This is an optimization exercise on Yosys and OpenROAD, whose aim is small area, a short achievable clock period and few clock cycles, not a production implementation.
Where RTL was checked, it was by simulation tests only, not by an equivalence proof against the original.
Only the layout flow was run in run 1; the RTL was not checked for function there.
No activity file was given, so power comes from the tool's default toggle rates.

[design.v]
module fb_codec (
    input  wire        clk,
    input  wire        rst,           
    input  wire        cmd_valid,
    output wire        cmd_ready,
    input  wire [7:0]  cmd_op,
    input  wire [15:0] cmd_len,
    input  wire [31:0] cmd_arg,
    input  wire [6:0]  req_flags,
    input  wire [63:0] req_addr,
    input  wire [15:0] req_rcount,
    input  wire [15:0] req_cid,
    input  wire [31:0] req_delay,
    input  wire        in_valid,
    output wire        in_ready,
    input  wire [7:0]  in_data,
    output wire        out_valid,
    input  wire        out_ready,
    output wire [7:0]  out_data,
    output wire        res_valid,
    input  wire        res_ready,
    output wire [7:0]  res_code,
    output wire [31:0] res_data
);
    localparam [1:0] M_PACK = 2'd0, M_UNPACK = 2'd1, M_CRC = 2'd2, M_CHECK = 2'd3;
    reg        pv;
    reg        p_zero, p_str, p_hdr, p_pay, p_len1, p_len2, p_f3, p_f4;
    reg [1:0]  p_mode;
    reg [20:0] acc;
    reg [21:0] n;              
    reg        emode;           
    reg        okp, oku;        
    reg [15:0] in_rem;          
    reg        rem0, rem1, rem2;
    reg        ob;              
    reg [1:0]  imode, nmode;    
    reg        first;           
    reg        in_rdy, cmd_rdy;
    reg [7:0]  crc, cb;
    reg        cfin, cfin_chk;
    reg [16:0] oc;              
    reg        hdr;             
    reg [3:0]  hp;              
    reg        hl;              
    reg [7:0]  hbyte;           
    reg        out_v;
    reg [7:0]  out_d;
    reg        res_pend, res_v;
    reg [1:0]  hacc;            
    reg        hout;            
    reg [22:0] rdata;
    reg [2:0]  rcode;
    function [7:0] crcf(input [7:0] c, input [7:0] b);
        integer k;
        reg [7:0] r;
        begin
            r = c;
            for (k = 0; k < 8; k = k + 1)
                r = (r[0] ^ b[k]) ? ((r >> 1) ^ 8'h8C) : (r >> 1);
            crcf = r;
        end
    endfunction
    function [15:0] incr(input [15:0] x);
        integer i, j;
        reg c;
        begin
            for (i = 0; i < 16; i = i + 1) begin
                c = 1'b1;
                for (j = 0; j < i; j = j + 1) c = c & x[j];
                incr[i] = x[i] ^ c;
            end
        end
    endfunction
    function [15:0] decr(input [15:0] x);
        integer i, j;
        reg b;
        begin
            for (i = 0; i < 16; i = i + 1) begin
                b = 1'b1;
                for (j = 0; j < i; j = j + 1) b = b & !x[j];
                decr[i] = x[i] ^ b;
            end
        end
    endfunction
    function [7:0] rawb(input [3:0] j);
        begin
            case (j)
                4'd0:  rawb = req_addr[7:0];
                4'd1:  rawb = req_addr[15:8];
                4'd2:  rawb = req_addr[23:16];
                4'd3:  rawb = req_addr[31:24];
                4'd4:  rawb = req_addr[39:32];
                4'd5:  rawb = req_addr[47:40];
                4'd6:  rawb = req_addr[55:48];
                4'd7:  rawb = req_addr[63:56];
                4'd8:  rawb = req_rcount[7:0];
                4'd9:  rawb = req_rcount[15:8];
                4'd10: rawb = req_cid[7:0];
                4'd11: rawb = req_cid[15:8];
                4'd12: rawb = req_delay[7:0];
                4'd13: rawb = req_delay[15:8];
                4'd14: rawb = req_delay[23:16];
                default: rawb = req_delay[31:24];
            endcase
        end
    endfunction
    function [3:0] hnext(input [3:0] j, input f3);
        begin
            case (j)
                4'd0: hnext = 4'd1;   4'd1: hnext = 4'd2;   4'd2: hnext = 4'd3;
                4'd3: hnext = 4'd4;   4'd4: hnext = 4'd5;   4'd5: hnext = 4'd6;
                4'd6: hnext = 4'd7;   4'd7: hnext = f3 ? 4'd8 : 4'd12;
                4'd8: hnext = 4'd9;   4'd9: hnext = 4'd10;  4'd10: hnext = 4'd11;
                4'd11: hnext = 4'd12; 4'd12: hnext = 4'd13; 4'd13: hnext = 4'd14;
                default: hnext = 4'd15;
            endcase
        end
    endfunction
    function hislast(input [3:0] j, input f3, input f4);
        begin
            hislast = (j == 4'd15) || (j == 4'd11 && !f4) || (j == 4'd7 && !f3 && !f4);
        end
    endfunction
    function [21:0] t_em(input [21:0] q, input u);
        begin
            t_em = u ? (q >> 8) : (q >> 7);
        end
    endfunction
    function [21:0] t_ins(input [21:0] q, input u, input last);
        begin
            t_ins = 22'd0;
            if (!u & !last) t_ins = q << 8;
            if (u & !last)  t_ins = q << 7;
            if (!u & last) begin
                t_ins[14] = |q[6:0];
                t_ins[21] = |q[13:7];
            end
            if (u & last) begin
                t_ins[0]  = q[0];
                t_ins[8]  = |q[8:1];
                t_ins[16] = |q[15:9];
            end
        end
    endfunction
    function [20:0] t_put(input [7:0] b, input [14:0] oh);
        integer j, k;
        begin
            t_put = 21'd0;
            for (j = 0; j < 21; j = j + 1)
                for (k = 0; k < 8; k = k + 1)
                    if (j - k >= 0 && j - k < 15)
                        t_put[j] = t_put[j] | (b[k] & oh[j - k]);
        end
    endfunction
    function [1:0] t_nb(input [21:0] q, input u);
        begin
            t_nb = u ? {q[16], q[8]} : {1'b1, q[21]};
        end
    endfunction
    wire d_pack   = (cmd_op == 8'h01);
    wire d_unpack = (cmd_op == 8'h02);
    wire d_t14    = (cmd_op == 8'h03);
    wire d_f14    = (cmd_op == 8'h04);
    wire d_t21    = (cmd_op == 8'h05);
    wire d_crc    = (cmd_op == 8'h08);
    wire d_check  = (cmd_op == 8'h09);
    wire d_enc    = (cmd_op == 8'h10);
    wire d_nop    = (cmd_op == 8'h00);
    wire d_len0   = (cmd_len == 16'd0);
    wire d_hashdr = req_flags[2] | req_flags[3] | req_flags[4];
    wire d_pay    = req_flags[5] & !d_len0;
    wire d_hdr    = d_enc & d_hashdr;
    wire d_str    = ((d_pack | d_unpack | d_crc | d_check) & !d_len0) | (d_enc & !d_hashdr & d_pay);
    wire d_zero   = !d_hdr & !d_str;
    wire [1:0] d_mode = d_unpack ? M_UNPACK : d_crc ? M_CRC : d_check ? M_CHECK : M_PACK;
    wire d_ill    = !(d_nop | d_pack | d_unpack | d_t14 | d_f14 | d_t21 | d_crc | d_check | d_enc);
    wire [3:0] d_hfirst = req_flags[2] ? 4'd0 : req_flags[3] ? 4'd8 : 4'd12;
    wire [7:0] d_hbyte  = req_flags[2] ? req_addr[7:0] : req_flags[3] ? req_rcount[7:0] : req_delay[7:0];
    wire d_hl     = hislast(d_hfirst, req_flags[3], req_flags[4]);
    wire A      = cmd_valid & cmd_rdy;
    wire T      = in_valid & in_rdy;
    wire ce     = emode ? |n[21:8] : |n[21:7];
    wire E      = (!out_v | out_ready) & ce;
    wire D      = res_v & res_ready;
    wire H      = hdr & ((okp & !hl) | cmd_rdy);
    wire lastb  = ob | rem1;                   
    wire m_acc  = !imode[1];                   
    wire m_u    = (imode == M_UNPACK);
    wire ins_u    = !hdr & m_u;
    wire ins_last = hdr ? !p_pay : lastb;      
    wire Ipos     = H | (in_rdy & m_acc);      
    wire I        = H | (T & m_acc);           
    wire lastpos  = hdr ? (hl & !p_pay) : lastb;
    wire [21:0] n_m  = t_em(n, emode);
    reg  [6:0]  umask;
    integer     uk, un;
    always @* begin
        for (uk = 0; uk < 7; uk = uk + 1) begin
            umask[uk] = 1'b0;
            for (un = 1; un < 16; un = un + 1)
                if ((un % 8) >= 1 && (un % 8) <= 7 - uk) umask[uk] = umask[uk] | n[un];
        end
        if (!lastb) umask = 7'b1111111;
    end
    wire [7:0]  ibyte = hdr ? hbyte : m_u ? {1'b0, in_data[6:0] & umask} : in_data;
    wire [14:0] oh    = E ? n_m[14:0] : n[14:0];
    wire [20:0] acc_e = E ? (emode ? (acc >> 8) : (acc >> 7)) : acc;
    wire [20:0] acc_n = I ? (acc_e | t_put(ibyte, oh)) : acc_e;
    wire [21:0] ni0   = t_ins(n, ins_u, lastpos);
    wire [21:0] ni1   = t_ins(n_m, ins_u, lastpos);
    wire [21:0] n_n   = I ? (E ? ni1 : ni0) : (E ? n_m : n);
    wire        emode_n = I ? ins_u : emode;
    wire [1:0]  inc   = ins_u ? ((n[0] | n[8]) ? 2'd0 : 2'd1)
                              : ((n[0] | n[7]) ? 2'd2 : 2'd1);
    wire        oc_c1 = inc[1] | (inc[0] & oc[0]);
    wire [15:0] oc_hi = incr(oc[16:1]);
    wire [16:0] oc_i  = {oc_c1 ? oc_hi : oc[16:1], oc[0] ^ inc[0]};
    wire [1:0]  nb    = E ? t_nb(ni1, ins_u) : t_nb(ni0, ins_u);
    wire [21:0] ub0   = Ipos ? ni0 : n;
    wire [21:0] ub1   = Ipos ? ni1 : n_m;
    wire        emp   = Ipos ? ins_u : emode;      
    wire        z0    = !Ipos & n[0];
    wire        z1    = !Ipos & n_m[0];
    wire        okp0  = (|ub0[13:0]) & (!emp | z0);
    wire        okp1  = (|ub1[13:0]) & (!emp | z1);
    wire        oku0  = (|ub0[14:0]) & (emp | z0);
    wire        oku1  = (|ub1[14:0]) & (emp | z1);
    wire        okp_n = E ? okp1 : okp0;
    wire        oku_n = E ? oku1 : oku0;
    wire [7:0] crc_u = crcf(crc, cb);
    wire fin_ins  = I & ins_last & (!hdr | hl);
    wire fin_zero = A & p_zero;
    wire fin      = fin_ins | fin_zero | cfin;
    wire acc_str = A & (p_str | p_hdr);            
    wire load    = acc_str & (p_str | p_pay);
    wire now     = !ob & (rem0 | T);               
    reg  [15:0] in_rem_n;
    reg         rem0_n, rem1_n, rem2_n, ob_n;
    reg  [1:0]  imode_n, nmode_n;
    always @* begin
        in_rem_n = in_rem; rem0_n = rem0; rem1_n = rem1; rem2_n = rem2; ob_n = ob;
        imode_n = imode; nmode_n = nmode;
        if (load) begin
            in_rem_n = cmd_len; rem0_n = 1'b0; rem1_n = p_len1; rem2_n = p_len2;
            nmode_n  = p_mode;
            if (now) imode_n = p_mode;
            else     ob_n = 1'b1;
        end else if (T) begin
            if (ob) begin
                ob_n = 1'b0; imode_n = nmode;
            end else begin
                in_rem_n = decr(in_rem);
                rem0_n   = rem1;
                rem1_n   = rem2;
                rem2_n   = (in_rem == 16'd3);
            end
        end
    end
    wire cfinpos = in_rdy & imode[1] & lastb;
    wire finpos  = (Ipos & lastpos) | cfin;
    wire slot_n  = (!res_pend | D) & !finpos & !cfinpos;
    wire x_has  = ob | !rem0 & !(rem1 & T);
    wire x_ob   = ob & !T;                       
    wire [1:0] x_mode = (ob & T) ? nmode : imode;
    wire x_last = x_ob | (ob & T ? rem1 : (T ? rem2 : rem1));
    wire x_acc  = x_mode[1] | (x_mode[0] ? oku_n : okp_n);
    wire in_x   = x_has & x_acc & (!x_last | slot_n);
    wire y_ob   = !now;
    wire [1:0] y_mode = y_ob ? imode : p_mode;
    wire y_last = y_ob | p_len1;
    wire y_acc  = y_mode[1] | (y_mode[0] ? oku_n : okp_n);
    wire in_y   = y_acc & (!y_last | slot_n);
    wire in_rdy_n = load ? in_y : (!A & in_x);
    wire pv_n    = cmd_valid & !A;
    wire free_n  = !ob & (rem0 | (rem1 & T));
    wire hdr_n   = pv_n & d_hdr & free_n;
    wire hl_n    = H ? hislast(hnext(hp, p_f3), p_f3, p_f4) : hdr ? hl : d_hl;
    wire z_zero  = !ob & rem0 & !cfin & (!res_pend | D);
    wire z_str   = !ob & (rem0 | rem1 | (rem2 & T));
    wire z_hdr   = free_n & hl_n & okp_n & (d_pay | slot_n);
    wire cmd_rdy_n = pv_n & (d_zero ? z_zero : d_str ? z_str : z_hdr);
    wire res_pend_n = fin | (res_pend & !D);
    wire res_v_n    = fin_zero | cfin | (res_v & !D) |
                      (!res_v & res_pend & (hacc == 2'd0) & (E | !hout | out_ready));
    reg [22:0] rdata_n;
    reg [2:0]  rcode_n;
    always @* begin
        if (cfin) begin
            if (cfin_chk) begin
                rdata_n = {6'd0, crc == cb, crc, cb};
                rcode_n = (crc == cb) ? 3'b000 : 3'b100;
            end else begin
                rdata_n = {15'd0, crc_u};
                rcode_n = 3'b000;
            end
        end else if (cmd_rdy & p_zero) begin
            rdata_n = {d_t21 ? cmd_arg[20:14] : 7'd0, 1'b0,
                       d_t21 ? cmd_arg[13:8] : 6'd0, (d_t14 | d_t21) & cmd_arg[7],
                       d_f14 & cmd_arg[8], (d_t14 | d_f14 | d_t21) ? cmd_arg[6:0] : 7'd0};
            rcode_n = d_ill ? 3'b001 : (d_check & d_len0) ? 3'b011 : 3'b000;
        end else begin
            rdata_n = {6'd0, oc_i};
            rcode_n = 3'b000;
        end
    end
    wire [1:0] hacc_n = fin_ins ? nb : (E & (hacc != 2'd0)) ? {hacc[1] & hacc[0], !hacc[0]} : hacc;
    wire       hout_n = fin_ins ? (E | (out_v & !out_ready)) :
                        E ? (hacc != 2'd0) : (hout & !out_ready);
    always @(posedge clk) begin
        if (E) out_d <= emode ? acc[7:0] : {1'b0, acc[6:0]};
        if (!res_pend) begin
            rdata <= rdata_n;
            rcode <= rcode_n;
        end
        hp       <= H ? hnext(hp, p_f3) : hdr ? hp : d_hfirst;
        hbyte    <= H ? rawb(hnext(hp, p_f3)) : hdr ? hbyte : d_hbyte;
        hl       <= hl_n;
        in_rem   <= in_rem_n;
        nmode    <= nmode_n;
        if (T & imode[1]) begin
            crc <= first ? 8'd0 : crc_u;
            cb  <= in_data;
        end
        cfin_chk <= imode[0];
        p_zero <= d_zero;  p_str <= d_str;  p_hdr <= d_hdr;  p_pay <= d_pay;
        p_len1 <= (cmd_len == 16'd1);  p_len2 <= (cmd_len == 16'd2);
        p_f3   <= req_flags[3];  p_f4 <= req_flags[4];  p_mode <= d_mode;
        if (rst) begin
            pv       <= 1'b0;
            hdr      <= 1'b0;
            acc      <= 21'd0;
            n        <= 22'd1;
            emode    <= 1'b0;
            okp      <= 1'b1;
            oku      <= 1'b1;
            rem0     <= 1'b1;
            rem1     <= 1'b0;
            rem2     <= 1'b0;
            ob       <= 1'b0;
            imode    <= M_PACK;
            first    <= 1'b1;
            in_rdy   <= 1'b0;
            cmd_rdy  <= 1'b0;
            cfin     <= 1'b0;
            oc       <= 17'd0;
            out_v    <= 1'b0;
            res_pend <= 1'b0;
            res_v    <= 1'b0;
            hacc     <= 2'd0;
            hout     <= 1'b0;
        end else begin
            pv       <= pv_n;
            hdr      <= hdr_n;
            acc      <= acc_n;
            n        <= n_n;
            emode    <= emode_n;
            okp      <= okp_n;
            oku      <= oku_n;
            rem0     <= rem0_n;
            rem1     <= rem1_n;
            rem2     <= rem2_n;
            ob       <= ob_n;
            imode    <= imode_n;
            first    <= T ? lastb : first;
            in_rdy   <= in_rdy_n;
            cmd_rdy  <= cmd_rdy_n;
            cfin     <= T & imode[1] & lastb;
            oc       <= fin_ins ? 17'd0 : I ? oc_i : oc;
            out_v    <= E | (out_v & !out_ready);
            res_pend <= res_pend_n;
            res_v    <= res_v_n;
            hacc     <= hacc_n;
            hout     <= hout_n;
        end
    end
    assign cmd_ready = cmd_rdy;
    assign in_ready  = in_rdy;
    assign out_valid = out_v;
    assign out_data  = out_d;
    assign res_valid = res_v;
    assign res_code  = {5'd0, rcode};
    assign res_data  = {9'd0, rdata};
endmodule
[constraint.sdc]
create_clock -name core_clock -period 5.0 [get_ports {clk}]
set_input_delay 1.0000 -clock core_clock [delete_from_list [all_inputs] [get_ports {clk}]]
set_output_delay 1.0000 -clock core_clock [all_outputs]
set_load 0.01 [all_outputs]
[flow/run.sh]
#!/bin/bash
# Own layout flow: the standard ORFS flow (standard.sh), with two changes:
#  - ports are buffered with sky130_fd_sc_hd__buf_1 instead of the default
#    delay-cell buffer (every port still gets its own buffer);
#  - yosys does not extract half/full adder cells, so ABC maps that logic too.
# Everything else (synthesis script, floorplan, power grid, taps, CTS,
# routing) is the standard flow. Each step's full log stays in orfs/logs/.
set -euo pipefail
export BUFFER_PORTS_ARGS="-buffer_cell sky130_fd_sc_hd__buf_1"
export ADDER_MAP_FILE=
bash standard.sh > flow_make.log 2>&1
[standard.sh]
#!/bin/bash
# synth_recipe.tcl (not shown) runs the flow's synth.tcl, then flattens the netlist and writes it again
# the make line also repeats each setting of config.mk as NAME=value (left out here)
make -C /OpenROAD-flow-scripts/flow DESIGN_CONFIG=/design/flow/config.mk WORK_HOME=/design/flow/orfs CLKGATE_MAP_FILE= SYNTH_SCRIPT=/design/flow/synth_recipe.tcl "${@:-finish}"
[config.mk]
export PLATFORM = sky130hd
export DESIGN_NAME = fb_codec
export DESIGN_NICKNAME = fb_codec
export VERILOG_FILES = /design/flow/design.v
export SDC_FILE = /design/flow/constraint.sdc
export NUM_CORES = 4
export LEC_CHECK = 0
export CAP_MARGIN = 20
export CORE_MARGIN = 2
export CORE_UTILIZATION = 40
export PLACE_DENSITY = 0.6
export SETUP_SLACK_MARGIN = 2.5
export SLEW_MARGIN = 20
==> results.txt, run 1 <==
status=finished clean; post-route setup slack=2.11 ns; clock insertion delay at the later pin of the skew report=0.44 ns; total chip power=6.26 mW; number of CTS-inserted buffers=17; antenna violations before repair=1; Layout Skew=0.0120 ns; fin util=51.4%; placed insts=1864; Sequential Power Share=27.5%; Pleak=4.75 nW; Worst Path Buf+Inv=4; initial core utilization=40.7%; minimum clock period=2.89 ns; CP delay by family, top=simple AND/OR/NAND/NOR gates; Site Rows=61; IO Pins=257; Worst setup EP type=flip-flop; Min-Delay Path Class=flip-flop to flip-flop; CTS tree=yes; HPWL Detailed=26.1 mm; Yosys top cell area share=21.2%; Cell Chain, Critical Path=or3_4, or4_4, o21ai_4, bufinv_16, buf_12, mux2i_4, buf_6, buf_6, o22ai_1, nor3_2, o22ai_1; share of cells above drive strength 1=16.4%; clk buf depth=2; post-route cell area=14300 um2; Remaining Overflow, GRT=0; Max-cap violations=0; vias=11908; FF-to-FF setup slack=2.11 ns; synth warn=1; cts hold-fix bufs=0; Final Cycle Share=57.8%; Critical path origin=n[17]$_SDFFE_PP0P_; Vias per Instance=6.01; reg2reg start=n[17]$_SDFFE_PP0P_; drt initial violations=1402; die area=29700 um2; WP data required=5.30 ns; Yosys cell types=81; Power Density=437 nW/um2; final setup violation count=0; Critical path destination=acc[13]$_SDFF_PP0_; Adder-Cell Fraction of Synth Area=0.0882%; Final Hold Fails=0; CP Max Fanout=5; total core area=27900 um2; NumNets Final=1794; Worst Path Arrival=3.19 ns; Clock power frac=20.9%; Pint=3.65 mW; Clock Sink Count=171; Comb pwr share=51.5%; #FFs+latches synth=171; Slew HR=24.9%; area grow syn2layout=26.3%; mux cell area share after synthesis=7.10%; chip width=172 um; peak supply drop=265 uV; Routability Congestion=0.903; pin count of the biggest net entering global routing=48; ys async rst share=0%; critical path depth=11; WL final=39.3 mm; Worst Tran Pin Value=1.13 ns; unrepaired setup endpoints after global routing=yes; synth top area cells=edfxtp_1, dfxtp_1, nor2_1; nature of the critical path startpoint=flip-flop; diode count=0; total track usage=26.0%; final max-slew violation count=0; first-pass GRT wire length=60.5 mm; Avg WL per Cell=19.8 um; Place WS=1.03 ns; Reg-to-Reg End=acc[13]$_SDFF_PP0_; main combinational cell family by area after synthesis=compound AO/OA/AOI/OAI gates; DRT Pass-1 Iters=6; syn_area_per_cell=8.40 um2; clock root cell=clkbuf_16; Hold Worst Slack=0.435 ns; post-route ant nets=0; Synth Area in XOR/XNOR=4.86%; placed cell areas=12300 um2; WS Path Type=flip-flop to flip-flop; port buffer count=228; Post-Layout Cell Count=1980; Post-Synthesis Cell Area=11400 um2; reg2reg path depth=11; slowest CP cell=or4_4; H-tree levels=4; crit-path max cell delay=0.55 ns; Post-route DRC=0; setup_tns=0 ns; Sw Pwr=2.61 mW; cells after synthesis=1351; Main synth FF type=dfxtp_1; Post-synth EDFFs=80; Die H=172 um; fmax=346 MHz; sw frac=41.7%; Simple-Gate Fraction of Synth Area=20.6%; post-synth top area cell=edfxtp_1; Seq/Total Area, Yosys=37.2%; complex-gate fraction of the synthesized area=24.6%; vias in the first global route=11099; CTS clk-pin slew, worst paths=0.07 ns
-- per-layer routing --
layer	up-vias	global-route usage (%)	wire, um
li1	5529	-	-
met4	0	8.95	1230
met1	5610	35.1	16700
met3	121	4.88	3450
met5	-	0	0
met2	648	41.7	17900
-- timing repair --
| item | CTS | global route |
|---|---|---|
| setup buffers | 53 | 23 |
| resized for setup | 96 | 62 |
| endpoints found under the setup margin | 93 | 76 |
| pin swaps | 28 | 25 |
| gates cloned | 7 | 1 |
-- worst min path at each step --
stage	to	cells past startpoint	slack [ns]	startpoint
after floorplan	out_d[1]$_DFFE_PP_	0	0.41	acc[1]$_SDFF_PP0_
after global placement	out_d[2]$_DFFE_PP_	0	0.42	acc[2]$_SDFF_PP0_
after detailed placement	out_d[0]$_DFFE_PP_	0	0.42	acc[0]$_SDFF_PP0_
after CTS	out_d[2]$_DFFE_PP_	0	0.44	acc[2]$_SDFF_PP0_
after global routing	out_d[2]$_DFFE_PP_	0	0.45	acc[2]$_SDFF_PP0_
final	out_d[2]$_DFFE_PP_	0	0.43	acc[2]$_SDFF_PP0_
-- placed cells by master (no fill, tap or decap), types with 9 or more instances in the layout --
| cell type | netlist | layout |
|---|---|---|
| a21oi_1 | 68 | 65 |
| buf_1 | 10 | 225 |
| inv_1 | 17 | 16 |
| nand2_1 | 111 | 110 |
| dfxtp_1 | 91 | 78 |
| o21ai_1 | 8 | 13 |
| and2_1 | 12 | 11 |
| nor2_1 | 157 | 150 |
| nand4_1 | 15 | 15 |
| xor2_1 | 24 | 23 |
| mux2i_1 | 51 | 49 |
| buf_6 | 4 | 21 |
| o211ai_1 | 41 | 41 |
| o22ai_1 | 52 | 45 |
| a22oi_1 | 28 | 28 |
| o21ai_0 | 82 | 68 |
| o21ai_4 | 1 | 10 |
| nor3_1 | 47 | 37 |
| conb_1 | 1 | 14 |
| or3_1 | 11 | 10 |
| buf_4 | 14 | 65 |
| a31oi_1 | 18 | 18 |
| edfxtp_1 | 80 | 80 |
| a211oi_1 | 20 | 20 |
| nor3_2 | 0 | 10 |
| o221ai_1 | 14 | 12 |
| clkbuf_16 | 0 | 18 |
| xnor2_1 | 39 | 37 |
| nand2b_1 | 14 | 12 |
| nand3_1 | 29 | 28 |
| mux2_2 | 17 | 16 |
| nor2b_1 | 25 | 23 |
| and3_1 | 9 | 9 |
-- cell usage after synthesis, types with 5 or more instances --
cell	number
nor2_1	157
nand2_1	111
dfxtp_1	91
clkbuf_1	89
o21ai_0	82
edfxtp_1	80
a21oi_1	68
o22ai_1	52
mux2i_1	51
nor3_1	47
o211ai_1	41
xnor2_1	39
nand3_1	29
a22oi_1	28
nor2b_1	25
xor2_1	24
a211oi_1	20
a31oi_1	18
inv_1	17
mux2_2	17
nand4_1	15
nor4_1	15
buf_4	14
nand2b_1	14
o221ai_1	14
and2_1	12
or3_1	11
buf_1	10
and3_1	9
nor3b_1	9
o2111ai_1	9
o21a_1	9
a221oi_1	8
a32oi_1	8
nand3b_1	8
o21ai_1	8
or2_2	8
buf_2	6
a221o_1	5
o31ai_1	5
-- power by group through the flow --
stage | combinational [mW] | sequential, mW | clock (mW)
floorplan | 1.46 | 1.67 | 0
global placement | 1.91 | 1.74 | 0
detailed placement | 1.92 | 1.74 | 0
CTS | 2.82 | 1.71 | 1.34
global route | 3.37 | 1.74 | 1.39
finish | 3.23 | 1.72 | 1.31
-- flip-flops by register name, indices dropped and copies added, names as in the netlist, 2 cells and up --
signal and cells:
p_mode 2, crc 8, rcode 3, acc 21, imode 2, hbyte 8
out_d 8, in_rem 16, hacc 2, rdata 23, hp 4, nmode 2
oc 17, n 22, cb 8
-- final cells by class --
class | count | area [um2]
Timing Repair inverter | 3 | 26.3
Fill cell | 2675 | 13500
Timing Repair Buffer | 324 | 1810
Multi-Input combinational cell | 1054 | 7080
Clock buffer | 18 | 429
Inverter | 18 | 97.6
Sequential cell | 171 | 4260
Tap cell | 378 | 473
Clock inverter | 14 | 156
-- cell families after synthesis --
kind of cell / after synthesis
buffers and inverters: 141
AOI/OAI and AO/OA: 415
other: 1
muxes: 73
adders and majority gates: 1
and+or+nand+nor: 486
DFF: 171
xor gates and xnor gates: 63
==> run 2, diff against run 1 <==
--- a/design.v
+++ b/design.v
@@ -30,6 +30,7 @@
     reg [21:0] n;              
     reg        emode;           
     reg        okp, oku;        
+    reg        ce;              
     reg [15:0] in_rem;          
     reg        rem0, rem1, rem2;
     reg        ob;              
@@ -179,7 +180,6 @@
     wire d_hl     = hislast(d_hfirst, req_flags[3], req_flags[4]);
     wire A      = cmd_valid & cmd_rdy;
     wire T      = in_valid & in_rdy;
-    wire ce     = emode ? |n[21:8] : |n[21:7];
     wire E      = (!out_v | out_ready) & ce;
     wire D      = res_v & res_ready;
     wire H      = hdr & ((okp & !hl) | cmd_rdy);
@@ -210,6 +210,13 @@
     wire [21:0] ni1   = t_ins(n_m, ins_u, lastpos);
     wire [21:0] n_n   = I ? (E ? ni1 : ni0) : (E ? n_m : n);
     wire        emode_n = I ? ins_u : emode;
+    function t_ce(input [21:0] q, input u);
+        begin
+            t_ce = u ? |q[21:8] : |q[21:7];
+        end
+    endfunction
+    wire        ce_n  = I ? (E ? t_ce(ni1, ins_u) : t_ce(ni0, ins_u))
+                          : (E ? t_ce(n_m, emode) : ce);
     wire [1:0]  inc   = ins_u ? ((n[0] | n[8]) ? 2'd0 : 2'd1)
                               : ((n[0] | n[7]) ? 2'd2 : 2'd1);
     wire        oc_c1 = inc[1] | (inc[0] & oc[0]);
@@ -331,6 +338,7 @@
             acc      <= 21'd0;
             n        <= 22'd1;
             emode    <= 1'b0;
+            ce       <= 1'b0;
             okp      <= 1'b1;
             oku      <= 1'b1;
             rem0     <= 1'b1;
@@ -354,6 +362,7 @@
             acc      <= acc_n;
             n        <= n_n;
             emode    <= emode_n;
+            ce       <= ce_n;
             okp      <= okp_n;
             oku      <= oku_n;
             rem0     <= rem0_n;
--- a/config.mk
+++ b/config.mk
@@ -9,5 +9,5 @@
 export CORE_MARGIN = 2
 export CORE_UTILIZATION = 40
 export PLACE_DENSITY = 0.6
-export SETUP_SLACK_MARGIN = 2.5
+export SETUP_SLACK_MARGIN = 2.0
 export SLEW_MARGIN = 20
==> run 2 against run 1 <==
  * Still clean
  * Global-route usage shrank 1.2 points
  * Clock power is essentially flat
  * Non-clock buffer count down 72
  * Hold slack gained 0.0033 ns
  * Cell area down 7.8%
  * Final cell count fell by 3.0%
  * Worst setup slack gained 0.070 ns
  * Sequential power down 12%
  * Sequential share of layout area increased by 2.5 points
  * Critical path type unchanged
  * Largest cell class unchanged
  * Highest routed layer unchanged
==> results.txt, run 2 <==
NumNets Final=1729; Seq/Total Area, Yosys=36.9%; Post-Synthesis Cell Area=11500 um2; ys async rst share=0%; CTS clk-pin slew, worst paths=0.08 ns; clock insertion delay at the later pin of the skew report=0.44 ns; drt initial violations=1184; Worst Tran Pin Value=0.940 ns; post-synth top area cell=edfxtp_1; chip width=173 um; syn_area_per_cell=8.48 um2; commonest non-fill, non-tap cell in the layout=buf_1; slowest CP cell=dfxtp_1; Slew HR=36.9%; HPWL Detailed=27.7 mm; Main synth FF type=dfxtp_1; Site Rows=62; Worst setup EP type=flip-flop; pin count of the biggest net entering global routing=63; hold path cells=0; Hold Startpoint=acc[1]$_SDFF_PP0_; synth top area cells=edfxtp_1, dfxtp_1, mux2i_1; total chip power=3.10 mW; vias in the first global route=10782; largest register by flop count=rdata; Layout Skew=0.0186 ns; port buffer count=228; Final Hold Fails=0; Post-Layout Cell Count=1921; Yosys cell types=82; max FFs per register=23; cells after synthesis=1354; synth warn=1; Comb pwr share=8.3%; #FFs+latches synth=172; Yosys top cell area share=20.9%; setup_tns=0 ns; Post-route DRC=0; Die H=173 um; total core area=28500 um2; Avg WL per Cell=20.1 um; FF-to-FF setup slack=2.18 ns; status=finished clean; WS Path Type=flip-flop to flip-flop; Sw Pwr=837 uW; Reg-to-Reg End=acc[3]$_SDFF_PP0_; final setup violation count=0; fin util=46.4%; post-route setup slack=2.18 ns; antenna violations before repair=0; CP Max Fanout=16; Place WS=1.53 ns; post-route cell area=13200 um2; Clock power frac=43.1%; top post-synthesis cells by count=nor2_1, nand2_1, o21ai_0; Vias per Instance=5.97; share of cells above drive strength 1=7.42%; Sequential Power Share=48.6%; placed insts=1884; Final Cycle Share=56.4%; WP data required=5.31 ns; Pint=2.26 mW; number of CTS-inserted buffers=17; DRT Pass-1 Iters=9; Clock Sink Count=172; Hold Worst Slack=0.438 ns; die area=30100 um2; CTS tree=yes; Min-Delay Path Class=flip-flop to flip-flop; Hold EP=out_d[1]$_DFFE_PP_; diode count=0; vias=11461; area grow syn2layout=15.0%; crit-path max cell delay=0.54 ns; Power Density=235 nW/um2; most frequent cells in the layout=buf_1, nor2_1, nand2_1; fmax=354 MHz; Pleak=4.33 nW; cts hold-fix bufs=0; first-pass GRT wire length=59.8 mm; placed cell areas=12500 um2; H-tree levels=4; Cell Chain, Critical Path=nor4b_1, nand3_1, nor4_1, a21boi_1, mux2_2, a221oi_2, o22ai_1; peak supply drop=186 uV; IO Pins=257; Worst Path Arrival=3.13 ns; clock root cell=clkbuf_16; unrepaired setup endpoints after global routing=yes; Routability Congestion=0.939; total track usage=24.9%; sw frac=27.0%; clk buf depth=2; reg2reg start=imode[1]$_SDFFE_PP0P_; Remaining Overflow, GRT=0; post-route ant nets=0; initial core utilization=40.3%; Post-synth EDFFs=80; minimum clock period=2.82 ns; WL final=38.5 mm; reg2reg path depth=7; most common cell in the netlist=nor2_1; nature of the critical path startpoint=flip-flop; final max-slew violation count=0; Max-cap violations=0; Largest regs=rdata x23, n x22, acc x21
==> run 2: cells by family after synthesis <==
group	Yosys count	share of synthesized area, %
compound gates	432	25.9
xor+xnor	65	5.08
buf+inv	137	5.37
flops	172	36.9
mux	82	7.48
other cells	1	0.0326
simple gates	465	19.1
==> run 2: final cells by class <==
class / instances / area, um2
inverter: 22 / 87.6
clock buffer: 18 / 439
sequential: 172 / 4250
timing repair buffer: 252 / 1050
tap: 384 / 480
clock inverter: 14 / 151
multi-input combinational: 1059 / 6750
fill: 2852 / 15300
==> run 2: worst max path at each step <==
stage                                from            endpoint  slack (ns)  cells past startpoint
finish              imode[1]$_SDFFE_PP0P_   acc[3]$_SDFF_PP0_        2.18                      7
global route           cmd_rdy$_SDFF_PP0_     hout$_SDFF_PP0_        1.96                      6
CTS                    emode$_SDFFE_PP0N_      okp$_SDFF_PP1_        2.04                      7
detailed placement              out_ready  acc[15]$_SDFF_PP0_        1.53                     10
global placement                out_ready  acc[15]$_SDFF_PP0_        1.54                     10
floorplan                       out_ready  acc[18]$_SDFF_PP0_        2.11                     11
==> run 2: power by group through the flow <==
| stage | combinational (mW) | sequential (mW) | clock (mW) |
|---|---|---|---|
| 4_1_cts | 0.252 | 1.51 | 1.36 |
| 3_3_place_gp | 0.250 | 1.54 | 0 |
| 6_report | 0.258 | 1.51 | 1.34 |
| 5_1_grt | 0.281 | 1.51 | 1.41 |
| 3_5_place_dp | 0.251 | 1.54 | 0 |
| 2_1_floorplan | 0.138 | 1.54 | 0 |
==> run 2: what timing repair did <==
action | CTS | global route
pin swaps | 0 | 1
gates resized for setup | 3 | 9
gates cloned | 0 | 1
setup endpoints to repair | 9 | 22
buffers inserted | 0 | 4
hold endpoints to repair | 0 | 0
==> run 2: worst max-delay path: cells and delay by family (launching register included) <==
family / cells / cell delay (ns)
simple gates: 3 / 0.99
compound gates: 3 / 0.71
flops: 1 / 0.54
mux: 1 / 0.44
==> run 2: layer usage <==
| layer | wire (um) | share of wire, % | up-vias | track usage, % |
|---|---|---|---|---|
| li1 | - | - | 5426 | - |
| met1 | 16700 | 43 | 5437 | 33.2 |
| met2 | 18100 | 47 | 543 | 41.1 |
| met3 | 2870 | 7.4 | 55 | 4.19 |
| met4 | 851 | 2.2 | 0 | 7.91 |
| met5 | 0 | 0 | - | 0 |
Testbench counts of run 2, summed over its fixed seeds: cycles 30,555.
==> run 3, diff against run 2 <==
--- a/config.mk
+++ b/config.mk
@@ -9,5 +9,5 @@
 export CORE_MARGIN = 2
 export CORE_UTILIZATION = 40
 export PLACE_DENSITY = 0.6
-export SETUP_SLACK_MARGIN = 2.0
+export SETUP_SLACK_MARGIN = 1.5
 export SLEW_MARGIN = 20
==> run 3 against run 2 <==
  * Power is 0.18% higher
  * Sequential share of layout area is 0.17 points higher
  * Clock-buffer cell count stayed put
  * Final cell count is 0.26% lower
  * Critical path type unchanged
  * Highest routed layer unchanged
==> results.txt, run 3 <==
area grow syn2layout=14.3%; Slew HR=36.7%; unrepaired setup endpoints after global routing=no; Final Hold Fails=0; slowest CP cell=nor3b_2; Routability Congestion=0.939; Sequential Power Share=48.5%; fin util=46.1%; Main synth FF type=dfxtp_1; Power Density=237 nW/um2; Clock power frac=43.2%; commonest non-fill, non-tap cell in the layout=buf_1; synth top area cells=edfxtp_1, dfxtp_1, mux2i_1; Pint=2.26 mW; post-synth top area cell=edfxtp_1; largest register by flop count=rdata; NumNets Final=1724; Yosys top cell area share=20.9%; status=finished clean; share of cells above drive strength 1=6.66%; #FFs+latches synth=172; synth warn=1; Min-Delay Path Class=flip-flop to flip-flop; Post-Synthesis Cell Area=11500 um2; CP delay by family, top=simple AND/OR/NAND/NOR gates; WP data required=5.30 ns; cells after synthesis=1354; Post-CTS Setup Bufs=0; Pleak=4.30 nW; Seq/Total Area, Yosys=36.9%; Die H=173 um; Worst Path Buf+Inv=1; antenna violations before repair=0; Yosys cell types=82; FF-to-FF setup slack=1.84 ns; chip width=173 um; H-tree levels=4; Layout Skew=0.0189 ns; Max-cap violations=0; Cell Chain, Critical Path=nor3b_2, buf_4, mux2i_1, a41oi_1, nor4_1, nand3_1, o211ai_1, a21oi_1; cts hold-fix bufs=0; most frequent cells in the layout=buf_1, nor2_1, nand2_1; most common cell in the netlist=nor2_1; final setup violation count=0; hold path cells=0; syn_area_per_cell=8.48 um2; ys async rst share=0%; diode count=0; CTS tree=yes; Clock Sink Count=172; final max-slew violation count=0; post-route cell area=13100 um2; Avg WL per Cell=20.0 um; reg2reg path depth=8; peak supply drop=184 uV; nature of the critical path startpoint=flip-flop; Worst setup EP type=flip-flop; clock root cell=clkbuf_16; top post-synthesis cells by count=nor2_1, nand2_1, o21ai_0; HPWL Detailed=27.7 mm; initial core utilization=40.3%; WL final=38.4 mm; vias=11368; Final Cycle Share=63.3%; Worst Tran Pin Value=0.943 ns; vias in the first global route=10767; total core area=28500 um2; Hold Worst Slack=0.438 ns; Sw Pwr=843 uW; drt initial violations=1159; CTS clk-pin slew, worst paths=0.08 ns; Post-route DRC=0; Worst Path Arrival=3.46 ns; post-CTS sizing=0; max FFs per register=23; post-route ant nets=0; pin count of the biggest net entering global routing=63; Largest regs=rdata x23, n x22, acc x21; clock insertion delay at the later pin of the skew report=0.45 ns; critical path depth=8; IO Pins=257; Site Rows=62; total track usage=24.8%; clk buf depth=2; crit-path max cell delay=0.77 ns; minimum clock period=3.16 ns; WS Path Type=flip-flop to flip-flop; fmax=316 MHz; setup_tns=0 ns; Comb pwr share=8.3%; die area=30100 um2; number of CTS-inserted buffers=17; Vias per Instance=5.93; Remaining Overflow, GRT=0; sw frac=27.1%; CP Max Fanout=21; placed cell areas=12500 um2; Post-synth EDFFs=80; port buffer count=228; Fillers=2854; first-pass GRT wire length=59.7 mm; DRT Pass-1 Iters=7
-- run 3: cell count changes in the layout (fill, tap and decap cells not counted), sizes merged --
cell	change
buf	-4
or3b	-1
-- run 3: path summary, 6_finish.rpt --
check | start | end
min | acc[1]$_SDFF_PP0_ | out_d[1]$_DFFE_PP_
max reg2reg | imode[0]$_SDFFE_PP0P_ | ce$_SDFFE_PP0P_
min reg2reg | acc[1]$_SDFF_PP0_ | out_d[1]$_DFFE_PP_
max | imode[0]$_SDFFE_PP0P_ | ce$_SDFFE_PP0P_
-- run 3: logic make-up (layout without fill, tap and decap cells) --
family | Yosys count | in the layout | synth area share [%]
and+or+nand+nor | 465 | 465 | 19.1
AOI/OAI and AO/OA | 432 | 432 | 25.9
DFF | 172 | 172 | 36.9
buffers and inverters | 137 | 302 | 5.37
muxes | 82 | 82 | 7.48
xor gates and xnor gates | 65 | 65 | 5.08
other | 1 | 14 | 0.0326
-- run 3: through the flow --
step,instances,setup slack [ns],power (mW)
finish,1916,1.84,3.11
global route,1916,1.63,3.20
CTS,1916,1.88,3.12
detailed placement,1884,1.53,1.79
global placement,1884,1.54,1.79
floorplan,1367,2.11,1.67
-- run 3: metal layers --
layer	global-route usage, %	vias up	share of wire (%)
li1	-	5420	-
met1	33.3	5334	44
met2	40.8	547	47
met3	4.04	67	7.2
met4	8.19	0	2.4
met5	0	-	0
-- run 3: power groups by stage --
stage / Sequential (mW) / Clock (mW) / Combinational, mW
floorplan: 1.54 / 0 / 0.138
global placement: 1.54 / 0 / 0.250
global route: 1.51 / 1.41 / 0.278
detailed placement: 1.54 / 0 / 0.251
finish: 1.51 / 1.34 / 0.256
CTS: 1.51 / 1.36 / 0.252
-- run 3: cell type report --
cell class                      instances  area [um2]  share of cell area, %
Clock inverter                         14         151                   1.15
Tap cell                              384         480                   3.66
Inverter                               22        85.1                  0.648
Sequential cell                       172        4250                   32.3
Multi-Input combinational cell       1058        6710                   51.1
Timing Repair Buffer                  248        1020                   7.77
Clock buffer                           18         439                   3.35
==> run 4, diff against run 3 <==
--- a/config.mk
+++ b/config.mk
@@ -9,5 +9,5 @@
 export CORE_MARGIN = 2
 export CORE_UTILIZATION = 40
 export PLACE_DENSITY = 0.6
-export SETUP_SLACK_MARGIN = 1.5
+export SETUP_SLACK_MARGIN = 3.0
 export SLEW_MARGIN = 20
==> run 4 against run 3 <==
  * Sequential power about the same
  * Utilization rose by 10 points
  * First-iteration DRC count grew 46%
  * Cell area grew 22%
==> results.txt, run 4 <==
Comb pwr share=10.4%; GR Layer Usage met1=36.2%; Sw Pwr=863 uW; cells after synthesis=1354; Layout Skew=0.0159 ns; slowest CP cell=or4_4; WS Path Type=flip-flop to flip-flop; ys async rst share=0%; share of cells above drive strength 1=27.6%; chip width=173 um; Main synth FF type=dfxtp_1; Remaining Overflow, GRT=0; nature of the critical path startpoint=flip-flop; commonest non-fill, non-tap cell in the layout=buf_1; Site Rows=62; pin count of the biggest net entering global routing=56; status=finished clean; initial core utilization=40.3%; Post-Synthesis Cell Area=11500 um2; GR Util met2=47.2%; clock root cell=clkbuf_16; Pleak=5.52 nW; Clock power frac=42.3%; Yosys cell types=82; IO Pins=257; number of CTS-inserted buffers=17; Power Density=198 nW/um2; WL final=44.3 mm; Clock Sink Count=172; met3 Resource Use GR=5.42%; Yosys top cell area share=20.9%; first-pass GRT wire length=66.4 mm; WP data required=5.31 ns; antenna violations before repair=0; H-tree levels=4; fmax=387 MHz; Slew HR=53.4%; post-route ant nets=0; HPWL Detailed=27.6 mm; Seq/Total Area, Yosys=36.9%; Final Hold Fails=0; drt initial violations=1690; most common cell in the netlist=nor2_1; minimum clock period=2.58 ns; Pint=2.30 mW; vias=12417; synth warn=1; syn_area_per_cell=8.48 um2; setup_tns=0 ns; clk buf depth=2; Largest regs=rdata x23, n x22, acc x21; CTS tree=yes; Cell Chain, Critical Path=or4_4, or4_4, o41ai_4, buf_4, o21ai_4, a222oi_1, o22ai_1; largest register by flop count=rdata; reg2reg start=n[4]$_SDFFE_PP0P_; Die H=173 um; total core area=28500 um2; Post-route DRC=0; Avg WL per Cell=21.6 um; Routability Congestion=0.959; area grow syn2layout=39.4%; total track usage=27.9%; final max-slew violation count=0; Hold Worst Slack=0.444 ns; final setup violation count=0; most frequent cells in the layout=buf_1, nor2_1, nand2_1; CP Max Fanout=8; Min-Delay Path Class=flip-flop to flip-flop; diode count=0; Hold Startpoint=imode[0]$_SDFFE_PP0P_; CTS clk-pin slew, worst paths=0.08 ns; unrepaired setup endpoints after global routing=yes; Post-synth EDFFs=80; Sequential Power Share=47.3%; Max-cap violations=0; Fillers=2610; DRT Pass-1 Iters=10; clock insertion delay at the later pin of the skew report=0.45 ns; #FFs+latches synth=172; synth top area cells=edfxtp_1, dfxtp_1, mux2i_1; die area=30100 um2; most frequent CP cell=or4_4; port buffer count=228; post-synth top area cell=edfxtp_1; Worst Tran Pin Value=0.699 ns; vias in the first global route=11713; NumNets Final=1860; GRT busiest layer=met2; Critical path origin=n[4]$_SDFFE_PP0P_; sw frac=27.2%; Worst setup EP type=flip-flop; max FFs per register=23; crit-path max cell delay=0.55 ns; Final Cycle Share=51.6%; peak supply drop=213 uV; top post-synthesis cells by count=nor2_1, nand2_1, o21ai_0; Vias per Instance=6.05; Worst Path Arrival=2.89 ns
[run 4: cell types whose count changed in the layout (fill, tap and decap cells not counted), sizes merged, moves of 2 or more]
cell,delta
buf,+117
clkbuf,+9
clkinv,-7
inv,+7
nand2b,+3
bufbuf,+2
clkinvlp,+2
[run 4: logic make-up (layout without fill, tap and decap cells)]
group / after synthesis / count (layout) / synth area share (%)
flops: 172 / 172 / 36.9
buf+inv: 137 / 432 / 5.37
simple gates: 465 / 469 / 19.1
compound gates: 432 / 433 / 25.9
mux: 82 / 83 / 7.48
other cells: 1 / 14 / 0.0326
xor+xnor: 65 / 65 / 5.08
[run 4: worst paths after layout]
path | end | slack [ns] | cells past startpoint
setup / recovery | acc[2]$_SDFF_PP0_ | 2.42 | 7
hold / removal | cfin_chk$_DFF_P_ | 0.44 | 0
setup reg to reg | acc[2]$_SDFF_PP0_ | 2.42 | 7
hold reg to reg | cfin_chk$_DFF_P_ | 0.44 | 0
[run 4: critical path, delay by kind of cell, from the launching register on]
family | cells | cell delay (ns)
AOI/OAI and AO/OA | 4 | 0.79
buffers and inverters | 1 | 0.21
DFF | 1 | 0.37
and+or+nand+nor | 2 | 1.06
[run 4: stage by stage]
step                      std cells  setup slack [ns]  power (mW)  utilization (%)  cell area, um2
after floorplan                1367              2.30        1.68                -           11900
after global placement         1879              1.59        1.80             44.6           12700
after detailed placement       1879              1.62        1.80             44.6           12700
after CTS                      2006              2.43        3.15             52.2           14900
after global routing           2052              2.34        3.27             56.2           16000
final                          2052              2.42        3.17             56.2           16000
[run 4: cell type report]
type | count | area, um2 | area share, %
Clock buffer | 19 | 454 | 2.84
Sequential cell | 172 | 4300 | 26.9
Timing Repair Buffer | 375 | 2430 | 15.2
Timing Repair inverter | 3 | 55.1 | 0.344
Tap cell | 384 | 480 | 3.00
Inverter | 22 | 114 | 0.711
Clock inverter | 13 | 118 | 0.735
Multi-Input combinational cell | 1064 | 8060 | 50.3
[run 4: power groups by stage]
stage,Combinational (mW),Sequential [mW],Clock [mW]
3_5_place_dp,0.258,1.54,0
2_1_floorplan,0.147,1.54,0
5_1_grt,0.353,1.50,1.42
6_report,0.330,1.50,1.34
3_3_place_gp,0.258,1.54,0
4_1_cts,0.302,1.50,1.35
[run 4: metal layers]
layer	part of all wire (%)	vias to the layer above
met4	3.2	0
met5	0	-
li1	-	5696
met2	48	698
met1	41	5905
met3	8.3	118
[run 4: repair_timing]
action / in CTS / in global routing
pin swaps: 41 / 93
setup buffers: 83 / 44
setup endpoints to repair: 138 / 116
endpoints found under the hold margin: 0 / 0
resized for setup: 183 / 199
cloned: 12 / 2
hold buffers: 0 / 0
==> run 5, diff against run 4 <==
--- a/config.mk
+++ b/config.mk
@@ -5,9 +5,10 @@
 export SDC_FILE = /design/flow/constraint.sdc
 export NUM_CORES = 4
 export LEC_CHECK = 0
+export ABC_AREA = 1
 export CAP_MARGIN = 20
 export CORE_MARGIN = 2
 export CORE_UTILIZATION = 40
 export PLACE_DENSITY = 0.6
-export SETUP_SLACK_MARGIN = 3.0
+export SETUP_SLACK_MARGIN = 2.5
 export SLEW_MARGIN = 20
==> run 5 against run 4 <==
  * Largest power group unchanged
  * Global-route usage shrank 2.0 points
  * Clock-buffer cell count shrank 1
  * Register-to-register slack gained 0.08 ns
  * Clock skew grew 0.0068 ns
  * First-iteration DRC count shrank 35%
  * Clock power is essentially flat
  * Synthesized area shrank 3.5%
  * Routed wire length shrank 14%
  * Highest routed layer unchanged
  * Utilization shrank 6.7 points
  * Non-clock buffer count shrank 101
  * Fmax grew 1.7%
  * Flip-flop and latch count is the same
==> results.txt, run 5 <==
status=finished clean; Simple-Gate Fraction of Synth Area=27.5%; Post-Synthesis Cell Area=11100 um2; multi-input logic area=6090 um2; setup_tns=0 ns; WP data required=5.32 ns; Cell Chain, Critical Path=buf_1, inv_1, nand2_1, nand2_4, clkinvlp_4, buf_4, buf_4, a211oi_2, nand3b_1, nor4_2, nand3_1, nand3_1, nand2_1; unrepaired setup endpoints after global routing=yes; cells after synthesis=1582; Vias per Instance=5.47; complex-gate fraction of the synthesized area=22.3%; synth warn=1; syn_area_per_cell=7.01 um2; post-route setup slack=2.46 ns; top post-synthesis cells by count=nand2_1, nor2_1, inv_1; Clock Sink Count=172; Worst Tran Pin Value=1.04 ns; Final Cycle Share=50.7%; NumNets Final=2026; DRT Pass-1 Iters=6; final max-slew violation count=0; largest register by flop count=rdata; Main synth FF type=dfxtp_1; synth top area cells=edfxtp_1, dfxtp_1, nand2_1; diode count=0; die area=29100 um2; Post-synth EDFFs=80; peak supply drop=232 uV; share of cells above drive strength 1=10.0%; hold path cells=0; Synth Area in XOR/XNOR=2.37%; crit-path max cell delay=0.31 ns; Site Rows=60; Worst setup EP type=flip-flop; Post-route DRC=0; post-synth top area cell=edfxtp_1; vias=12075; FF-to-FF setup slack=2.50 ns; port buffer count=228; Die H=170 um; Layout Skew=0.0228 ns; reg2reg path depth=11; ys async rst share=0%; Max-cap violations=0; Seq/Total Area, Yosys=38.3%; number of CTS-inserted buffers=17; WS Path Type=input pin to flip-flop; Min-Delay Path Class=flip-flop to flip-flop; antenna violations before repair=0; CP Max Fanout=4; WL final=38.2 mm; mux cell area share after synthesis=0%; Routability Congestion=0.950; pin count of the biggest net entering global routing=38; Fillers=2754; main combinational cell family by area after synthesis=simple AND/OR/NAND/NOR gates; most frequent cells in the layout=nand2_1, buf_1, nor2_1; drt initial violations=1103; Avg WL per Cell=17.3 um; Slew HR=30.9%; Adder-Cell Fraction of Synth Area=0%; clk buf depth=2; Largest regs=rdata x23, n x22, acc x21; Place WS=1.46 ns; total track usage=25.9%; nature of the critical path startpoint=input pin; Worst Path Arrival=2.86 ns; Yosys cell types=57; Yosys top cell area share=21.7%; fmax=394 MHz; Power Density=227 nW/um2; chip width=170 um; clock insertion delay at the later pin of the skew report=0.44 ns; Remaining Overflow, GRT=0; post-route ant nets=0; area grow syn2layout=21.2%; commonest non-fill, non-tap cell in the layout=nand2_1; slowest CP cell=a211oi_2; #FFs+latches synth=172; cts hold-fix bufs=0; total core area=27100 um2; CTS clk-pin slew, worst paths=0.08 ns; CTS tree=yes; Pleak=5.21 nW; initial core utilization=40.9%; clock root cell=clkbuf_16; final setup violation count=0; vias in the first global route=11226; HPWL Detailed=28.3 mm; minimum clock period=2.54 ns; first-pass GRT wire length=59.4 mm; Sequential cell area=4260 um2; H-tree levels=4; Hold Worst Slack=0.427 ns; most common cell in the netlist=nand2_1; IO Pins=257; Final Hold Fails=0; max FFs per register=23
-- run 5: changes by cell type in the layout (fill, tap and decap cells not counted), sizes merged, moves of 33 or more --
cell | previous run | this run
nor2 | 154 | 207
nand3 | 30 | 75
inv | 34 | 186
a22oi | 45 | 12
mux2i | 60 | 0
o21ai | 105 | 141
buf | 364 | 272
nand2 | 124 | 373
-- run 5: repair_timing --
item,4_1_cts,5_1_grt
gates resized for setup,56,72
endpoints found under the setup margin,77,65
pin swaps,1,13
cloned,3,0
setup buffers,11,25
-- run 5: report_power, final --
part / switching, mW / total [mW] / internal, mW
sequential: 0.0101 / 1.50 / 1.49
combinational: 0.163 / 0.248 / 0.0846
clock: 0.609 / 1.31 / 0.698
total: 0.782 / 3.05 / 2.27
-- run 5: area by class of cell --
| cell class | instances | share of cell area, % |
|---|---|---|
| repair inverters | 2 | 0.0932 |
| repair buffers | 274 | 9.59 |
| inverters | 190 | 5.57 |
| clock buffers | 18 | 3.20 |
| well taps | 372 | 3.47 |
| flip-flops and latches | 172 | 31.7 |
| multi-input cells | 1164 | 45.4 |
| clock inverters | 14 | 1.02 |
-- run 5: final timing paths --
| check | endpoint | from |
|---|---|---|
| setup / recovery | ce$_SDFFE_PP0P_ | out_ready |
| hold / removal | out_d[2]$_DFFE_PP_ | acc[2]$_SDFF_PP0_ |
| setup reg to reg | ce$_SDFFE_PP0P_ | emode$_SDFFE_PP0N_ |
| hold reg to reg | out_d[2]$_DFFE_PP_ | acc[2]$_SDFF_PP0_ |
-- run 5: metal layers --
metal	track usage [%]	up-vias	routed length [um]
met4	6.80	0	714
met5	0	-	0
li1	-	5878	-
met1	33.6	5600	16600
met2	44.9	541	18100
met3	3.95	56	2770
-- run 5: kinds of logic (layout without fill, tap and decap cells) --
family | count (synthesis) | after routing
and+or+nand+nor | 716 | 716
other | 1 | 14
xor gates and xnor gates | 30 | 30
buffers and inverters | 259 | 498
DFF | 172 | 172
AOI/OAI and AO/OA | 404 | 404
-- run 5: worst max-delay path, delay by kind of cell --
kind / cells / cell delay, ns
compound gates: 1 / 0.31
buf+inv: 5 / 0.60
simple gates: 7 / 0.95
-- run 5: through the flow --
| step | total power [mW] | util (%) | cell area [um2] | instances |
|---|---|---|---|---|
| after floorplan | 1.66 | - | 11100 | 1595 |
| after global placement | 1.77 | 44.9 | 12200 | 2135 |
| after detailed placement | 1.77 | 44.9 | 12200 | 2135 |
| after CTS | 3.06 | 48.1 | 13000 | 2181 |
| after global routing | 3.16 | 49.6 | 13400 | 2206 |
| final | 3.05 | 49.6 | 13400 | 2206 |
==> run 6, diff against run 5 <==
--- a/config.mk
+++ b/config.mk
@@ -5,7 +5,6 @@
 export SDC_FILE = /design/flow/constraint.sdc
 export NUM_CORES = 4
 export LEC_CHECK = 0
-export ABC_AREA = 1
 export CAP_MARGIN = 20
 export CORE_MARGIN = 2
 export CORE_UTILIZATION = 40
==> run 6 against run 5 <==
  * Still clean
  * Cell area rose by 5.8%
  * Non-clock buffer count rose by 17
  * Routed wire length rose by 4.4%
  * Flip-flop and latch count did not move
  * Register-to-register slack got worse by 0.03 ns
  * Critical path depth fell by 2
  * Fmax fell by 1.4%
  * Clock skew fell by 0.0028 ns
  * Combinational power rose by 17%
  * Largest power group unchanged
==> results.txt, run 6 <==
CTS clk-pin slew, worst paths=0.08 ns; final max-slew violation count=0; Comb pwr share=9.3%; Clock Sink Count=172; Layout Skew=0.0200 ns; number of CTS-inserted buffers=17; Max-cap violations=0; post-route ant nets=0; Worst Path Arrival=2.87 ns; CTS tree=yes; CP Max Fanout=9; Post-synth EDFFs=80; Worst Path Buf+Inv=4; Worst Tran Pin Value=0.763 ns; area grow syn2layout=23.7%; first-pass GRT wire length=61.5 mm; Place WS=1.41 ns; Pleak=4.72 nW; crit-path max cell delay=0.29 ns; unrepaired setup endpoints after global routing=yes; Slew HR=48.8%; final setup violation count=0; Power Density=220 nW/um2; chip width=173 um; Remaining Overflow, GRT=0; Site Rows=62; slowest CP cell=o21ai_0; CP delay by family, top=compound AO/OA/AOI/OAI gates; clock insertion delay at the later pin of the skew report=0.44 ns; Die H=173 um; total core area=28500 um2; minimum clock period=2.57 ns; post-synth top area cell=edfxtp_1; cts hold-fix bufs=0; Cell Chain, Critical Path=clkbuf_2, nor2b_1, buf_4, buf_12, buf_4, o21ai_0, o21ai_4, a22o_1, a221o_1, a221oi_2, a211oi_1; placed cell areas=12500 um2; WP data required=5.29 ns; total track usage=25.6%; clk buf depth=2; Min-Delay Path Class=flip-flop to flip-flop; max FFs per register=23; clock root cell=clkbuf_16; most common cell in the netlist=nor2_1; NumNets Final=1772; Routability Congestion=0.947; most frequent cells in the layout=buf_1, nor2_1, nand2_1; Largest regs=rdata x23, n x22, acc x21; Pint=2.29 mW; DRT Pass-1 Iters=8; post-route setup slack=2.43 ns; Final Cycle Share=51.5%; status=finished clean; Post-Synthesis Cell Area=11500 um2; antenna violations before repair=0; Sequential Power Share=48.0%; setup_tns=0 ns; sw frac=26.8%; Clock power frac=42.7%; #FFs+latches synth=172; syn_area_per_cell=8.48 um2; Post-route DRC=0; fmax=389 MHz; ys async rst share=0%; port buffer count=228; initial core utilization=40.3%; H-tree levels=4; post-route cell area=14200 um2; WS Path Type=input pin to flip-flop; peak supply drop=222 uV; Yosys top cell area share=20.9%; vias in the first global route=11161; drt initial violations=1562; share of cells above drive strength 1=14.8%; most frequent CP cell=buf_4; Seq/Total Area, Yosys=36.9%; Avg WL per Cell=20.3 um; vias=11850; WL final=39.9 mm; Main synth FF type=dfxtp_1; Yosys cell types=82; Vias per Instance=6.03; pin count of the biggest net entering global routing=56; synth top area cells=edfxtp_1, dfxtp_1, mux2i_1; Final Hold Fails=0; diode count=0; die area=30100 um2; cells after synthesis=1354; top post-synthesis cells by count=nor2_1, nand2_1, o21ai_0; nature of the critical path startpoint=input pin; IO Pins=257; Worst setup EP type=flip-flop; Sw Pwr=839 uW; largest register by flop count=rdata; Fillers=2711; commonest non-fill, non-tap cell in the layout=buf_1; synth warn=1; HPWL Detailed=27.5 mm
==> run 6: cell count changes after synthesis, moves of 21 or more <==
cell      delta
nand2_1    -241
nand3_1     -41
inv_1      -159
clkbuf_1    +29
xnor2_1     +29
nor2_1      -44
a22oi_1     +33
nor3_1      +21
mux2i_1     +60
o21ai_0     -40
mux2_2      +21
==> run 6: power groups by stage <==
stage / logic (mW) / registers, mW / clock network, mW
after global routing: 0.315 / 1.50 / 1.41
final: 0.291 / 1.50 / 1.34
after global placement: 0.251 / 1.54 / 0
after floorplan: 0.140 / 1.54 / 0
after CTS: 0.268 / 1.50 / 1.35
after detailed placement: 0.252 / 1.54 / 0
==> run 6: worst paths after layout <==
| check | slack (ns) | startpoint | endpoint | cells past startpoint |
|---|---|---|---|---|
| min | 0.45 | acc[1]$_SDFF_PP0_ | out_d[1]$_DFFE_PP_ | 0 |
| max | 2.43 | out_ready | acc[14]$_SDFF_PP0_ | 11 |
| max reg2reg | 2.47 | n[13]$_SDFFE_PP0P_ | acc[11]$_SDFF_PP0_ | 8 |
| min reg2reg | 0.45 | acc[1]$_SDFF_PP0_ | out_d[1]$_DFFE_PP_ | 0 |
==> run 6: worst reg2reg max path: stages (launching register included) <==
cell and delay (ns):
dfxtp_4 0.40, nor4_4 0.32, nand2_2 0.12, or4_4 0.50, o41ai_4 0.32, o21ai_4 0.17
clkbuf_16 0.20, a221oi_2 0.25, a221oi_2 0.10
==> run 6: logic make-up after synthesis <==
| group | synth area share, % |
|---|---|
| AOI/OAI and AO/OA | 25.9 |
| xor gates and xnor gates | 5.08 |
| buffers and inverters | 5.37 |
| DFF | 36.9 |
| muxes | 7.48 |
| other | 0.0326 |
| and+or+nand+nor | 19.1 |
==> run 6: metrics by stage <==
step / std cells / hold slack, ns / utilization [%] / power, mW
finish: 1964 / 0.449 / 49.9 / 3.13
global route: 1964 / 0.469 / 49.9 / 3.23
CTS: 1933 / 0.449 / 47.6 / 3.12
detailed placement: 1880 / 0.413 / 44.1 / 1.79
global placement: 1880 / 0.419 / 44.1 / 1.79
floorplan: 1367 / 0.354 / - / 1.68
==> run 6: metal layers <==
layer	track usage (%)	up-vias	share of wire, %
met3	4.91	93	9.2
met2	41.7	662	46
met5	0	-	0
li1	-	5522	-
met4	8.72	0	2.9
met1	34.0	5573	42
==> run 6: what timing repair did <==
| action | CTS | global route |
|---|---|---|
| gates resized for setup | 57 | 74 |
| pin swaps | 14 | 18 |
| buffers inserted | 16 | 29 |
| setup endpoints to repair | 90 | 77 |
| gates cloned | 5 | 1 |
==> run 6: layout make-up <==
| class | instances | area [um2] | area share [%] |
|---|---|---|---|
| clock buffers | 18 | 450 | 3.17 |
| clock inverters | 14 | 140 | 0.986 |
| repair buffers | 291 | 1470 | 10.3 |
| repair inverters | 2 | 20.0 | 0.141 |
| flip-flops and latches | 172 | 4280 | 30.1 |
| multi-input cells | 1061 | 7270 | 51.2 |
| well taps | 384 | 480 | 3.38 |
| inverters | 22 | 100 | 0.705 |
==> run 7, diff against run 6 <==
--- a/config.mk
+++ b/config.mk
@@ -5,9 +5,11 @@
 export SDC_FILE = /design/flow/constraint.sdc
 export NUM_CORES = 4
 export LEC_CHECK = 0
+export ABC_AREA = 1
 export CAP_MARGIN = 20
 export CORE_MARGIN = 2
-export CORE_UTILIZATION = 40
-export PLACE_DENSITY = 0.6
+export CORE_UTILIZATION = 50
+export CTS_BUF_LIST = sky130_fd_sc_hd__clkbuf_8
+export PLACE_DENSITY = 0.7
 export SETUP_SLACK_MARGIN = 2.5
 export SLEW_MARGIN = 20
==> run 7 against run 6 <==
  * Sequential power hardly changed
  * Synthesized area fell by 3.5%
  * Still clean
  * Utilization grew 10 points
  * First-iteration DRC count shrank 24%
  * Largest cell class unchanged
  * Die area shrank 22%
  * Hold slack worse by 0.017 ns
  * Power fell by 13%
  * Highest routed layer unchanged
==> results.txt, run 7 <==
most common cell in the netlist=nand2_1; largest register by flop count=rdata; commonest non-fill, non-tap cell in the layout=nand2_1; CP delay by family, top=simple AND/OR/NAND/NOR gates; Post-synth EDFFs=80; CTS tree=yes; area grow syn2layout=18.6%; Clock Sink Count=172; final setup violation count=0; FF-to-FF setup slack=2.47 ns; total track usage=32.4%; ys async rst share=0%; Min-Delay Path Class=flip-flop to flip-flop; Seq/Total Area, Yosys=38.3%; post-route cell area=13200 um2; post-synth top area cell=edfxtp_1; total chip power=2.72 mW; clk buf depth=2; HPWL Detailed=29.5 mm; initial core utilization=50.8%; die area=23400 um2; Post-route DRC=0; Pleak=5.20 nW; chip width=153 um; Worst setup EP type=flip-flop; WP data required=5.23 ns; IO Pins=257; minimum clock period=2.53 ns; Yosys cell types=57; clock insertion delay at the later pin of the skew report=0.49 ns; nature of the critical path startpoint=flip-flop; #FFs+latches synth=172; most frequent cells in the layout=nand2_1, buf_1, nor2_1; clock root cell=clkbuf_8; top post-synthesis cells by count=nand2_1, nor2_1, inv_1; crit-path max cell delay=0.43 ns; diode count=0; WL final=39.1 mm; Hold Worst Slack=0.431 ns; vias=12199; antenna violations before repair=0; Die H=153 um; Final Cycle Share=50.6%; DRT Pass-1 Iters=6; post-route ant nets=0; Place WS=1.46 ns; number of CTS-inserted buffers=17; first-pass GRT wire length=60.2 mm; port buffer count=228; max FFs per register=23; H-tree levels=4; synth warn=1; Post-Synthesis Cell Area=11100 um2; Worst Path Arrival=2.76 ns; peak supply drop=126 uV; syn_area_per_cell=7.01 um2; Remaining Overflow, GRT=0; WS Path Type=flip-flop to flip-flop; setup_tns=0 ns; cells after synthesis=1582; Worst Tran Pin Value=1.02 ns; total core area=21800 um2; slowest CP cell=edfxtp_1; unrepaired setup endpoints after global routing=yes; Routability Congestion=0.974; drt initial violations=1189; NumNets Final=2031; status=finished clean; Fillers=2143; Final Hold Fails=0; pin count of the biggest net entering global routing=40; post-route setup slack=2.47 ns; final max-slew violation count=0; Slew HR=31.8%; Yosys top cell area share=21.7%; Largest regs=rdata x23, n x22, acc x21; Max-cap violations=0; Site Rows=54; Worst Path Buf+Inv=5; Cell Chain, Critical Path=nor2_2, inv_2, or2_4, nor2_2, inv_2, or2_4, nor2_4, nand2_4, nor2_4, inv_2, nor2_4, inv_2, nor2_4, nand2_2, nor2_2, inv_1, nand2_1, a21oi_1; Power Density=207 nW/um2; placed cell areas=12100 um2; CTS clk-pin slew, worst paths=0.12 ns; Vias per Instance=5.76; vias in the first global route=11401; synth top area cells=edfxtp_1, dfxtp_1, nand2_1; CP Max Fanout=4; fmax=395 MHz; Avg WL per Cell=18.5 um; share of cells above drive strength 1=10.1%; Main synth FF type=dfxtp_1; Layout Skew=0.0297 ns
[run 7: cell types whose count changed in the layout (fill, tap and decap cells not counted), sizes merged, moves of 29 or more]
cell	before	now
mux2i	60	0
xnor2	44	15
nand3	30	75
nand2	124	373
nor2	154	207
inv	29	193
a22oi	45	12
o21ai	104	141
[run 7: cell type report]
cell class | count | area (um2) | area share [%]
clock buffers | 17 | 234 | 1.78
well taps | 280 | 350 | 2.66
multi-input cells | 1164 | 6100 | 46.4
repair inverters | 2 | 12.5 | 0.0951
clock inverters | 15 | 148 | 1.12
flip-flops and latches | 172 | 4260 | 32.4
inverters | 190 | 737 | 5.60
repair buffers | 279 | 1310 | 9.96
[run 7: report_power, final]
group | internal, mW | switching (mW) | total [mW]
clock network | 0.371 | 0.597 | 0.969
registers | 1.49 | 0.0101 | 1.50
logic | 0.0851 | 0.165 | 0.250
[run 7: per-layer routing]
| metal | vias up | part of all wire [%] | GRT usage [%] |
|---|---|---|---|
| met5 | - | 0 | 0 |
| met4 | 0 | 4.5 | 15.8 |
| li1 | 5876 | - | - |
| met3 | 117 | 7.1 | 5.13 |
| met1 | 5602 | 40 | 39.5 |
| met2 | 604 | 48 | 55.8 |
[run 7: final timing paths]
| path | cells past startpoint | from | endpoint |
|---|---|---|---|
| worst max-delay path | 18 | in_rem[0]$_DFFE_PP_ | in_rem[15]$_DFFE_PP_ |
| worst min-delay path | 0 | imode[0]$_SDFFE_PP0P_ | cfin_chk$_DFF_P_ |
| worst max register to register | 18 | in_rem[0]$_DFFE_PP_ | in_rem[15]$_DFFE_PP_ |
| worst min register to register | 0 | imode[0]$_SDFFE_PP0P_ | cfin_chk$_DFF_P_ |
[run 7: what timing repair did]
item / in CTS / in global routing
hold buffers: 0 / 0
pin swaps: 0 / 10
setup buffers: 14 / 26
setup endpoints to repair: 78 / 78
resized for setup: 51 / 69
gates cloned: 3 / 0
[run 7: worst register-to-register path, stage by stage, from the launching register on]
cell      delay, ns
edfxtp_1       0.43
nor2_2         0.13
inv_2          0.05
or2_4          0.24
nor2_2         0.09
inv_2          0.05
or2_4          0.25
nor2_4         0.12
nand2_4        0.08
nor2_4         0.16
inv_2          0.08
nor2_4         0.09
inv_2          0.06
nor2_4         0.08
nand2_2        0.08
nor2_2         0.08
inv_1          0.05
nand2_1        0.05
a21oi_1        0.07
[run 7: kinds of logic (layout without fill, tap and decap cells)]
family | after synthesis | after routing | share of synthesized area [%]
flip-flops | 172 | 172 | 38.3
XOR/XNOR | 30 | 30 | 2.37
AO/OA/AOI/OAI | 404 | 404 | 22.3
other | 1 | 14 | 0.0338
AND/OR/NAND/NOR | 716 | 716 | 27.5
buffers and inverters | 259 | 503 | 9.54
[run 7: through the flow]
step | utilization, % | instances
4_1_cts | 58.4 | 2093
6_report | 60.3 | 2119
2_1_floorplan | - | 1595
3_3_place_gp | 55.3 | 2044
3_5_place_dp | 55.3 | 2044
5_1_grt | 60.3 | 2119

==> static timing again, ports no longer ideal <==
No port has a modelled driver above. Below, the same layouts with a new extraction and two added sets of constraints.
Step 1 assumes that a clkbuf_16 drives the clock port and a buf_2 every other input.
Step 2 times the ports against the registers' clock, not the clock port: input delays grow and output delays shrink by t, the midpoint of the rising clock arrivals with the driver on.
Three values: no drivers, after step 1, after step 2; two values: the first two.
| run | t, ns | setup WS [ns] |
|---|---|---|
| run 1 | 0.484 | 2.109 / 2.109 / 1.751 |
| run 2 | 0.482 | 2.179 / 2.179 / 1.748 |
| run 3 | 0.486 | 1.837 / 1.837 / 1.451 |
| run 4 | 0.488 | 2.419 / 2.419 / 2.051 |
| run 5 | 0.475 | 2.463 / 2.485 / 2.010 |
| run 6 | 0.484 | 2.427 / 2.453 / 1.969 |
| run 7 | 0.519 | 2.468 / 2.468 / 1.999 |
After both steps setup and hold are still met in every run listed.
